This design comes from an exercise in tuning for small area and a short achievable clock period on the open sky130 flow, not from production work.
Function not checked in this run: the RTL went through the layout flow alone.
Power figures rest on the tool's default switching activity, not on a simulated workload.

[design/flow/config.mk]
export PLATFORM = sky130hd
export DESIGN_NAME = circus_core
export DESIGN_NICKNAME = circus_core
export VERILOG_FILES = /design/flow/design.v
export SDC_FILE = /design/flow/constraint.sdc
export NUM_CORES = 4
export LEC_CHECK = 0
export CAP_MARGIN = 20
export CORE_MARGIN = 2
export CORE_UTILIZATION = 40
export SLEW_MARGIN = 20
[design/flow/constraint.sdc]
create_clock -name core_clock -period 11.0 [get_ports {clk}]
set_input_delay 2.2000 -clock core_clock [delete_from_list [all_inputs] [get_ports {clk}]]
set_output_delay 2.2000 -clock core_clock [all_outputs]
set_load 0.01 [all_outputs]
[design/flow/design.v]
module circus_crc3 (
    input  wire [7:0] b0,
    input  wire [7:0] b1,
    input  wire [7:0] b2,
    output reg  [7:0] crc
);
    localparam [7:0] CRC_POLY = 8'h07;
    localparam [7:0] CRC_SEED = 8'hFF;
    reg [7:0] x;
    integer   k;
    integer   n;
    always @* begin
        x = CRC_SEED;
        for (n = 0; n < 3; n = n + 1) begin
            case (n)
                0:       x = x ^ b0;
                1:       x = x ^ b1;
                default: x = x ^ b2;
            endcase
            for (k = 0; k < 8; k = k + 1) begin
                if (x[7]) x = {x[6:0], 1'b0} ^ CRC_POLY;
                else      x = {x[6:0], 1'b0};
            end
        end
        crc = x;
    end
endmodule
module circus_core (
    input  wire        clk,
    input  wire        rst,           
    input  wire        tick,          
    input  wire        rx_valid,      
    input  wire [7:0]  rx_data,
    input  wire [1:0]  rx_err,
    input  wire        tx_ready,      
    input  wire        h_valid,       
    input  wire [39:0] h_cmd,
    output reg         tx_valid,      
    output reg  [7:0]  tx_data,
    output reg         act_valid,     
    output reg  [7:0]  act_addr,
    output reg         alarm_valid,   
    output reg  [2:0]  alarm_id,
    output reg         milli_strobe,  
    output reg         h_rvalid,      
    output reg         h_ok,
    output reg  [15:0] h_rdata
);
    localparam [7:0] NODE_ID         = 8'h30;
    localparam [7:0] DEADTIME_RELOAD = 8'd4;
    localparam [3:0] BUFFER_ERROR    = 4'h1;
    localparam [3:0] CRC_ERROR       = 4'h2;
    localparam [3:0] TRANSPORT_ERROR = 4'h3;
    localparam [3:0] IDHI            = NODE_ID[7:4];
    localparam [3:0] H_NOP      = 4'h0;
    localparam [3:0] H_NOW      = 4'h1;
    localparam [3:0] H_MILLINOW = 4'h2;
    localparam [3:0] H_FINENOW  = 4'h3;
    localparam [3:0] H_RDDOW    = 4'h4;
    localparam [3:0] H_RDREG    = 4'h5;
    localparam [3:0] H_WRREG    = 4'h6;
    localparam [3:0] H_RMWREG   = 4'h7;
    localparam [3:0] H_RDALARM  = 4'h8;
    localparam [3:0] H_WRALARM  = 4'h9;
    localparam [3:0] H_SETTIME  = 4'hA;
    reg [127:0] rf;         
    reg [63:0]  alarm_t;    
    reg [3:0]   stf;
    reg [15:0]  tic;
    reg [15:0]  milli;
    reg [7:0]   micro;
    reg [2:0]   dow;
    reg [7:0]   deadtime;
    reg [31:0]  frame;      
    reg [7:0]   rxidx;
    reg [7:0]   txidx;
    reg [7:0]   rxerr;
    reg         tx_en;
    reg [3:0]  stf_a;
    reg [15:0] tic_a;
    reg [15:0] milli_a;
    reg [7:0]  micro_a;
    reg [2:0]  dow_a;
    reg [7:0]  dead_a;
    reg [31:0] frame_a;
    reg [7:0]  rxidx_a;
    reg [7:0]  txidx_a;
    reg [7:0]  rxerr_a;
    reg        tx_en_a;
    reg        milli_emit;
    reg        tx_emit;
    reg [7:0]  tx_byte;
    reg [7:0]  pos;
    always @* begin
        stf_a      = stf;
        tic_a      = tic;
        milli_a    = milli;
        micro_a    = micro;
        dow_a      = dow;
        dead_a     = deadtime;
        frame_a    = frame;
        rxidx_a    = rxidx;
        txidx_a    = txidx;
        rxerr_a    = rxerr;
        tx_en_a    = tx_en;
        milli_emit = 1'b0;
        tx_emit    = 1'b0;
        tx_byte    = 8'h00;
        pos        = 8'h00;
        if (tick) begin
            micro_a = micro + 8'd1;
            if (micro_a == 8'd0) begin
                milli_a    = milli + 16'd1;
                milli_emit = 1'b1;
                if (milli_a[9:0] == 10'd0) begin
                    tic_a = tic + 16'd1;
                    if (tic_a == 16'd0) begin
                        dow_a = (dow == 3'd7) ? 3'd1 : dow + 3'd1;
                        stf_a = rf[3:0];
                    end
                end
            end
            if (deadtime != 8'd0)
                dead_a = deadtime - 8'd1;
        end
        if (rx_valid) begin
            pos    = (dead_a != 8'd0) ? rxidx : 8'd0;
            dead_a = DEADTIME_RELOAD;
            if (pos < 8'd4)
                frame_a[8*pos[1:0] +: 8] = rx_data;
            rxidx_a = (pos == 8'd255) ? 8'd255 : pos + 8'd1;
            if (rxerr == 8'd0)
                rxerr_a = {6'd0, rx_err};
        end
        if (tx_ready && tx_en) begin
            if (txidx < 8'd4) begin
                tx_emit = 1'b1;
                tx_byte = frame_a[8*txidx[1:0] +: 8];
                txidx_a = txidx + 8'd1;
                if (txidx_a == 8'd4)
                    tx_en_a = 1'b0;
            end else begin
                tx_en_a = 1'b0;
            end
        end
    end
    wire [7:0] crc_in;
    circus_crc3 u_crc_check (
        .b0 (frame_a[7:0]),
        .b1 (frame_a[15:8]),
        .b2 (frame_a[23:16]),
        .crc(crc_in)
    );
    reg         proc_en;
    reg [7:0]   f0, f1, f2;
    reg         act;
    reg [127:0] rf_p;
    reg [3:0]   nib;
    reg [3:0]   tgt;
    reg         wbit;
    reg [2:0]   idx;
    reg [15:0]  old;
    reg [15:0]  newv;
    always @* begin
        proc_en = (rxidx >= 8'd4) && (rxidx_a >= 8'd4);
        nib     = frame_a[19:16];
        tgt     = frame_a[23:20];
        wbit    = frame_a[19];
        idx     = frame_a[18:16];
        f0      = 8'h00;
        f1      = 8'h00;
        f2      = 8'h00;
        act     = 1'b0;
        rf_p    = rf;
        old     = 16'h0000;
        newv    = 16'h0000;
        if (proc_en) begin
            if (rxidx_a != 8'd4) begin                  
                f0 = rxidx_a;
                f1 = txidx_a;
                f2 = {IDHI, BUFFER_ERROR ^ nib};
            end else if (rxerr_a != 8'd0) begin         
                f0 = rxerr_a;
                f1 = 8'h00;
                f2 = {IDHI, TRANSPORT_ERROR ^ nib};
            end else if (crc_in != frame_a[31:24]) begin  
                f0 = crc_in;
                f1 = frame_a[31:24];
                f2 = {IDHI, CRC_ERROR ^ nib};
            end else begin                                
                f0 = frame_a[7:0];
                f1 = frame_a[15:8];
                f2 = frame_a[23:16];
                if (tgt == IDHI || tgt == 4'd0) begin
                    old  = rf[16*idx +: 16];
                    newv = wbit ? {frame_a[15:8], frame_a[7:0]} : old;
                    if (tgt == IDHI) begin
                        f0 = old[7:0];
                        f1 = old[15:8];
                        if (idx == 3'd0)
                            newv = newv & 16'hFFDF;
                    end
                    rf_p[16*idx +: 16] = newv;
                    act = 1'b1;
                end
            end
        end
    end
    wire [7:0] crc_out;
    circus_crc3 u_crc_reply (
        .b0 (f0),
        .b1 (f1),
        .b2 (f2),
        .crc(crc_out)
    );
    reg [31:0]  frame_n;
    reg [7:0]   rxidx_n;
    reg [7:0]   txidx_n;
    reg [7:0]   rxerr_n;
    reg         tx_en_n;
    reg [3:0]   stf_n;
    reg [15:0]  tic_n;
    reg [15:0]  milli_n;
    reg [127:0] rf_n;
    reg [63:0]  alarm_t_n;
    reg         alarm_emit;
    reg [2:0]   alarm_num;
    reg [3:0]   due0;
    reg [3:0]   due;
    reg         sched_en;
    reg         h_okv;
    reg [15:0]  h_data;
    reg [3:0]   op;
    reg [3:0]   ha;
    reg [15:0]  w1;
    reg [15:0]  w0;
    reg [15:0]  hold;
    reg [1:0]   aidx;
    integer     i;
    always @* begin
        frame_n   = frame_a;
        rxidx_n   = rxidx_a;
        txidx_n   = txidx_a;
        rxerr_n   = rxerr_a;
        tx_en_n   = tx_en_a;
        stf_n     = stf_a;
        tic_n     = tic_a;
        milli_n   = milli_a;
        rf_n      = rf_p;
        alarm_t_n = alarm_t;
        if (proc_en) begin
            frame_n = {crc_out, f2, f1, f0};
            txidx_n = 8'd0;
            tx_en_n = 1'b1;
            rxidx_n = 8'd0;
            rxerr_n = 8'd0;
        end
        for (i = 0; i < 4; i = i + 1) begin
            due0[i] = stf[i] && (tic >= alarm_t[16*i +: 16]);
            due[i]  = stf_n[i] && (tic_n >= alarm_t[16*i +: 16]);
        end
        sched_en   = (due0 != 4'd0);
        alarm_emit = 1'b0;
        alarm_num  = 3'd0;
        if (!sched_en) begin
        end else if (due[0]) begin
            alarm_num = 3'd1;
            alarm_emit = rf_n[0];
            stf_n[0] = 1'b0;
        end else if (due[1]) begin
            alarm_num = 3'd2;
            alarm_emit = rf_n[1];
            stf_n[1] = 1'b0;
        end else if (due[2]) begin
            alarm_num = 3'd3;
            alarm_emit = rf_n[2];
            stf_n[2] = 1'b0;
        end else if (due[3]) begin
            alarm_num = 3'd4;
            alarm_emit = rf_n[3];
            stf_n[3] = 1'b0;
        end
        op     = h_cmd[39:36];
        ha     = h_cmd[35:32];
        w1     = h_cmd[31:16];
        w0     = h_cmd[15:0];
        h_okv  = 1'b0;
        h_data = 16'h0000;
        hold   = rf_n[16*ha[2:0] +: 16];
        aidx   = ha[1:0] - 2'd1;
        if (h_valid) begin
            case (op)
                H_NOP: begin
                    h_okv = 1'b1;
                end
                H_NOW: begin
                    h_okv  = 1'b1;
                    h_data = tic_a;
                end
                H_MILLINOW: begin
                    h_okv  = 1'b1;
                    h_data = milli_a;
                end
                H_FINENOW: begin
                    h_okv  = 1'b1;
                    h_data = {8'h00, micro_a};
                end
                H_RDDOW: begin
                    h_okv  = 1'b1;
                    h_data = {13'd0, dow_a};
                end
                H_RDREG: begin
                    h_okv  = 1'b1;
                    h_data = hold;
                end
                H_WRREG: begin
                    h_okv = 1'b1;
                    rf_n[16*ha[2:0] +: 16] = w0;
                end
                H_RMWREG: begin
                    h_okv  = 1'b1;
                    h_data = hold;
                    rf_n[16*ha[2:0] +: 16] = (hold & w1) | w0;
                end
                H_RDALARM: begin
                    if (ha >= 4'd1 && ha <= 4'd4) begin
                        h_okv  = 1'b1;
                        h_data = alarm_t[16*aidx +: 16];
                    end
                end
                H_WRALARM: begin
                    if (ha >= 4'd1 && ha <= 4'd4) begin
                        h_okv = 1'b1;
                        alarm_t_n[16*aidx +: 16] = w0;
                    end
                end
                H_SETTIME: begin
                    h_okv   = 1'b1;
                    tic_n   = w0;
                    milli_n = w1;
                end
                default: ;
            endcase
        end
    end
    always @(posedge clk) begin
        if (rst) begin
            rf           <= 128'd0;
            alarm_t      <= 64'd0;
            stf          <= 4'd0;
            tic          <= 16'd0;
            milli        <= 16'd0;
            micro        <= 8'd0;
            dow          <= 3'd1;
            deadtime     <= 8'd0;
            frame        <= 32'd0;
            rxidx        <= 8'd0;
            txidx        <= 8'd0;
            rxerr        <= 8'd0;
            tx_en        <= 1'b0;
            tx_valid     <= 1'b0;
            tx_data      <= 8'h00;
            act_valid    <= 1'b0;
            act_addr     <= 8'h00;
            alarm_valid  <= 1'b0;
            alarm_id     <= 3'd0;
            milli_strobe <= 1'b0;
            h_rvalid     <= 1'b0;
            h_ok         <= 1'b0;
            h_rdata      <= 16'h0000;
        end else begin
            rf           <= rf_n;
            alarm_t      <= alarm_t_n;
            stf          <= stf_n;
            tic          <= tic_n;
            milli        <= milli_n;
            micro        <= micro_a;
            dow          <= dow_a;
            deadtime     <= dead_a;
            frame        <= frame_n;
            rxidx        <= rxidx_n;
            txidx        <= txidx_n;
            rxerr        <= rxerr_n;
            tx_en        <= tx_en_n;
            tx_valid     <= tx_emit;
            tx_data      <= tx_byte;
            act_valid    <= act;
            act_addr     <= f2;
            alarm_valid  <= alarm_emit;
            alarm_id     <= alarm_num;
            milli_strobe <= milli_emit;
            h_rvalid     <= h_valid;
            h_ok         <= h_okv;
            h_rdata      <= h_data;
        end
    end
endmodule
[design/flow/run.sh]
#!/bin/bash
# synth_recipe.tcl (not shown) runs the flow's synth.tcl, then flattens the netlist and writes it again
# the make line also repeats each setting of config.mk as NAME=value (left out here)
make -C /OpenROAD-flow-scripts/flow DESIGN_CONFIG=/design/flow/config.mk WORK_HOME=/design/flow/orfs CLKGATE_MAP_FILE= SYNTH_SCRIPT=/design/flow/synth_recipe.tcl finish
==> flow_metrics.py <==
metrics = {
    "status": {
        "status": "complete, no violations",
    },
    "die": {
        "ios": 97,
        "die_area_mm2": 0.0638,
        "die_h_um": 253,
        "core_area_mm2": 0.0614,
        "fp.dieW_um": 253,
        "row_count": 91,
        "start_util_pct": 40.3,
    },
    "drt": {
        "wl_per_cell_um": 25.3,
        "top_layer": "met5",
        "wl_met2_um": 46300,
        "drtIter0Drc": 2948,
        "dr.pass1.iters": 8,
        "ant_nets": 0,
        "via_per_inst": 6.19,
        "vias": 25500,
        "wl_um": 104000,
        "wl_met3_um": 9910,
        "met1Wirelength_um": 40800,
        "drcViolationCount": 0,
    },
    "hold_path": {
        "hp-start": "tx_en",
        "hp-class": "register to register",
    },
    "timing": {
        "hold_violations": 0,
        "finalSetupTns_ns": 0,
        "max_freq_mhz": 95.8,
        "rsz0062_at_grt": "false",
        "finalCritPeriodShare_pct": 94.9,
        "fin_ws_ns": 0.558,
        "fin_worst_skew_ns": 0.0489,
        "finalSetupViolCount": 0,
        "fin_crit_ns": 10.44,
        "tightest_slew_ns": 1.22,
        "maxSlewViolCount": 0,
        "max_slew_margin_pct": 18.1,
    },
    "finish": {
        "layout-drive-gt1-share_pct": 8.53,
        "antenna_cells": 0,
        "area_growth_pct": 14.2,
        "final_net_count": 3509,
        "finalNonFillerCells": 4119,
    },
    "clock_tree": {
        "cts_hold_buf": 0,
        "cts_root_buf": "clkbuf_16",
        "cts.clk_slew.worst_paths_ns": 0.06,
        "clock-sinks": 345,
        "cts_tree": "done",
        "cts_max_path_buffers": 3,
        "cts_max_level": 2,
        "insertion_delay_ns": 0.61,
        "postCtsSetupBuffers": 0,
        "ctsResizeCount": 0,
        "cts_inserted_buffers": 42,
    },
    "setup_path": {
        "cp_max_fo": 22,
        "crit_slowest_cell": "or4b_1",
        "worstReg2RegStart": "deadtime[0]",
        "startpoint": "tick",
        "cp-start-kind": "primary input",
        "critPathMaxStageDelay_ns": 0.59,
        "crit_required_ns": 11.51,
        "crit_arrival_ns": 10.95,
        "worst-path-buf-inv": 4,
        "path_delay_family": "compound AO/OA/AOI/OAI gates",
        "worstSetupPathType": "primary input to register",
        "endpoint_kind": "register",
    },
    "logic_synthesis": {
        "synthFlopType": "dfxtp_1",
        "synthArstFlopShare_pct": 0,
        "ys_seq_area_share_pct": 27.9,
        "syn-cell-area_mm2": 0.0247,
        "synth.distinct_cells": 100,
        "synth-edff-count": 0,
        "synthDominantCellAreaShare_pct": 27.9,
        "ys_ff_latch": 345,
        "yosys_warnings": 2,
        "synth_common_cells": "468 x nand2_1, 390 x nor2_1, 345 x dfxtp_1",
        "yosys-top-cells-area": "dfxtp_1 28%, ha_1 7.8%, nand2_1 7.1%",
        "yosys.area.top_type": "dfxtp_1",
        "syn_inst": 3265,
        "syn_area_per_cell_um2": 7.57,
        "yosysMostFrequentCell": "nand2_1",
    },
    "grt": {
        "grt_usage_pct": 31.9,
        "grt_start_max_net_pins": 79,
        "grt_pass1_vias": 24200,
        "grt_pass1_wl_um": 154000,
        "overflow": 0,
        "antenna_found_initial": 2,
    },
    "place": {
        "dp_hpwl_um": 76000,
        "gp_congestion": 1.04,
        "port-buffer-count": 96,
        "pre_cts_slack_ns": 0.174,
        "place_inst": 4044,
    },
    "pwr": {
        "p_total_w": 0.00415,
        "ir_drop_mv": 0.123,
        "power_density_mw_per_mm2": 147,
        "leakage_nw": 10.4,
    },
    "run": {
        "maxCapViolCount": 0,
    },
}
cells by family after synthesis:
kind of cell | share of synthesized area, %
compound gates | 24.1
mux | 3.20
fa+ha+maj | 7.85
xor+xnor | 6.49
other cells | 0.0152
simple gates | 25.5
flops | 27.9
buf+inv | 4.87
per-layer routing:
layer,vias to the layer above,GRT usage (%)
li1,11700,-
met1,12000,39.1
met2,1405,51.0
met3,376,7.32
met4,4,19.5
met5,-,0
placed cells by master, fill, tap and decap left out, types with 18 or more instances in the layout:
| cell type | count |
|---|---|
| nand2_1 | 467 |
| nor2_1 | 386 |
| dfxtp_1 | 345 |
| a21oi_1 | 176 |
| ha_1 | 155 |
| o21ai_0 | 150 |
| nand3_1 | 145 |
| a22oi_1 | 141 |
| buf_4 | 102 |
| inv_1 | 96 |
| clkdlybuf4s50_1 | 94 |
| xnor2_1 | 88 |
| a21o_1 | 82 |
| nor3_1 | 53 |
| a211oi_1 | 51 |
| and2_1 | 49 |
| nand2b_1 | 45 |
| xor2_1 | 44 |
| clkbuf_16 | 43 |
| nor2b_1 | 42 |
| o211ai_1 | 39 |
| a31oi_1 | 38 |
| and3_1 | 38 |
| nand4_1 | 34 |
| mux2i_1 | 24 |
| o22ai_1 | 24 |
| mux4_2 | 22 |
| or2_2 | 20 |
| nor4_1 | 18 |
report_power, final:
| part | internal (W) | switching, W |
|---|---|---|
| Combinational | 0.000568 | 0.000739 |
| Sequential | 0.00128 | 0.0000263 |
| Clock | 0.000923 | 0.000610 |
| Total | 0.00277 | 0.00137 |
layout make-up:
cell class                 count  area [um2]
clock inverter                20         308
timing repair buffer         199        1750
inverter                     100         375
tap                          790         988
sequential                   345        6910
clock buffer                  55        1180
multi-input combinational   2610       16700
fill                        6233       33200
worst reg2reg max path: cells and delay by family, from the launching register on:
kind / cells / cell delay (ns)
AOI/OAI and AO/OA: 11 / 2.91
xor gates and xnor gates: 6 / 1.59
adders and majority gates: 2 / 0.76
buffers and inverters: 4 / 0.84
DFF: 1 / 0.34
and+or+nand+nor: 9 / 2.64
registers in the layout (all words and copies together), names as in the netlist:
register	flops
alarm_id	3
tx_en	1
rf	128
dow	3
tx_data	8
rxidx	8
milli	16
stf	4
h_rdata	16
act_valid	1
h_ok	1
deadtime	8
txidx	8
micro	8
milli_strobe	1
act_addr	8
tx_valid	1
alarm_valid	1
frame	32
alarm_t	64
h_rvalid	1
tic	16
rxerr	8
metrics by stage:
| step | utilization, % | instance area [um2] | hold WS (ns) |
|---|---|---|---|
| after floorplan | - | 24700 | 0.437 |
| after global placement | 43.5 | 26700 | 0.451 |
| after detailed placement | 43.5 | 26700 | 0.451 |
| after CTS | 46.0 | 28200 | 0.463 |
| after global routing | 46.0 | 28200 | 0.494 |
| final | 46.0 | 28200 | 0.463 |
path summary, 6_finish.rpt:
| kind | endpoint | slack (ns) | cells after the start |
|---|---|---|---|
| max | rf[25] | 0.56 | 31 |
| min | tx_en | 0.46 | 2 |
| max reg2reg | rf[25] | 1.86 | 32 |
| min reg2reg | tx_en | 0.46 | 2 |

[what the ideal ports hide]
In the flow no input, the clock included, has a driving cell. The finished layout below was timed again as built, in two steps. Step 1 (the two cells are an assumption about what drives the block):
set clk [get_ports {clk}]
set_driving_cell -lib_cell sky130_fd_sc_hd__clkbuf_16 $clk
set_driving_cell -lib_cell sky130_fd_sc_hd__buf_2 [delete_from_list [all_inputs] $clk]
Step 2 times the ports against the registers' clock, not the clock port: input delays grow and output delays shrink by t, the midpoint of the rising clock arrivals with the driver on. a / b / c = ideal / step 1 / step 2; a / b = the first two.
t (ns): 0.655
setup slack, ns: 0.558 / 0.601 / -0.053
worst hold slack (ns): 0.463 / 0.463 / 0.463
Met with ideal ports but missed after step 2: setup timing in this run. The setup slack of this run moves by +0.043 ns with the drivers and by -0.611 ns with both steps.
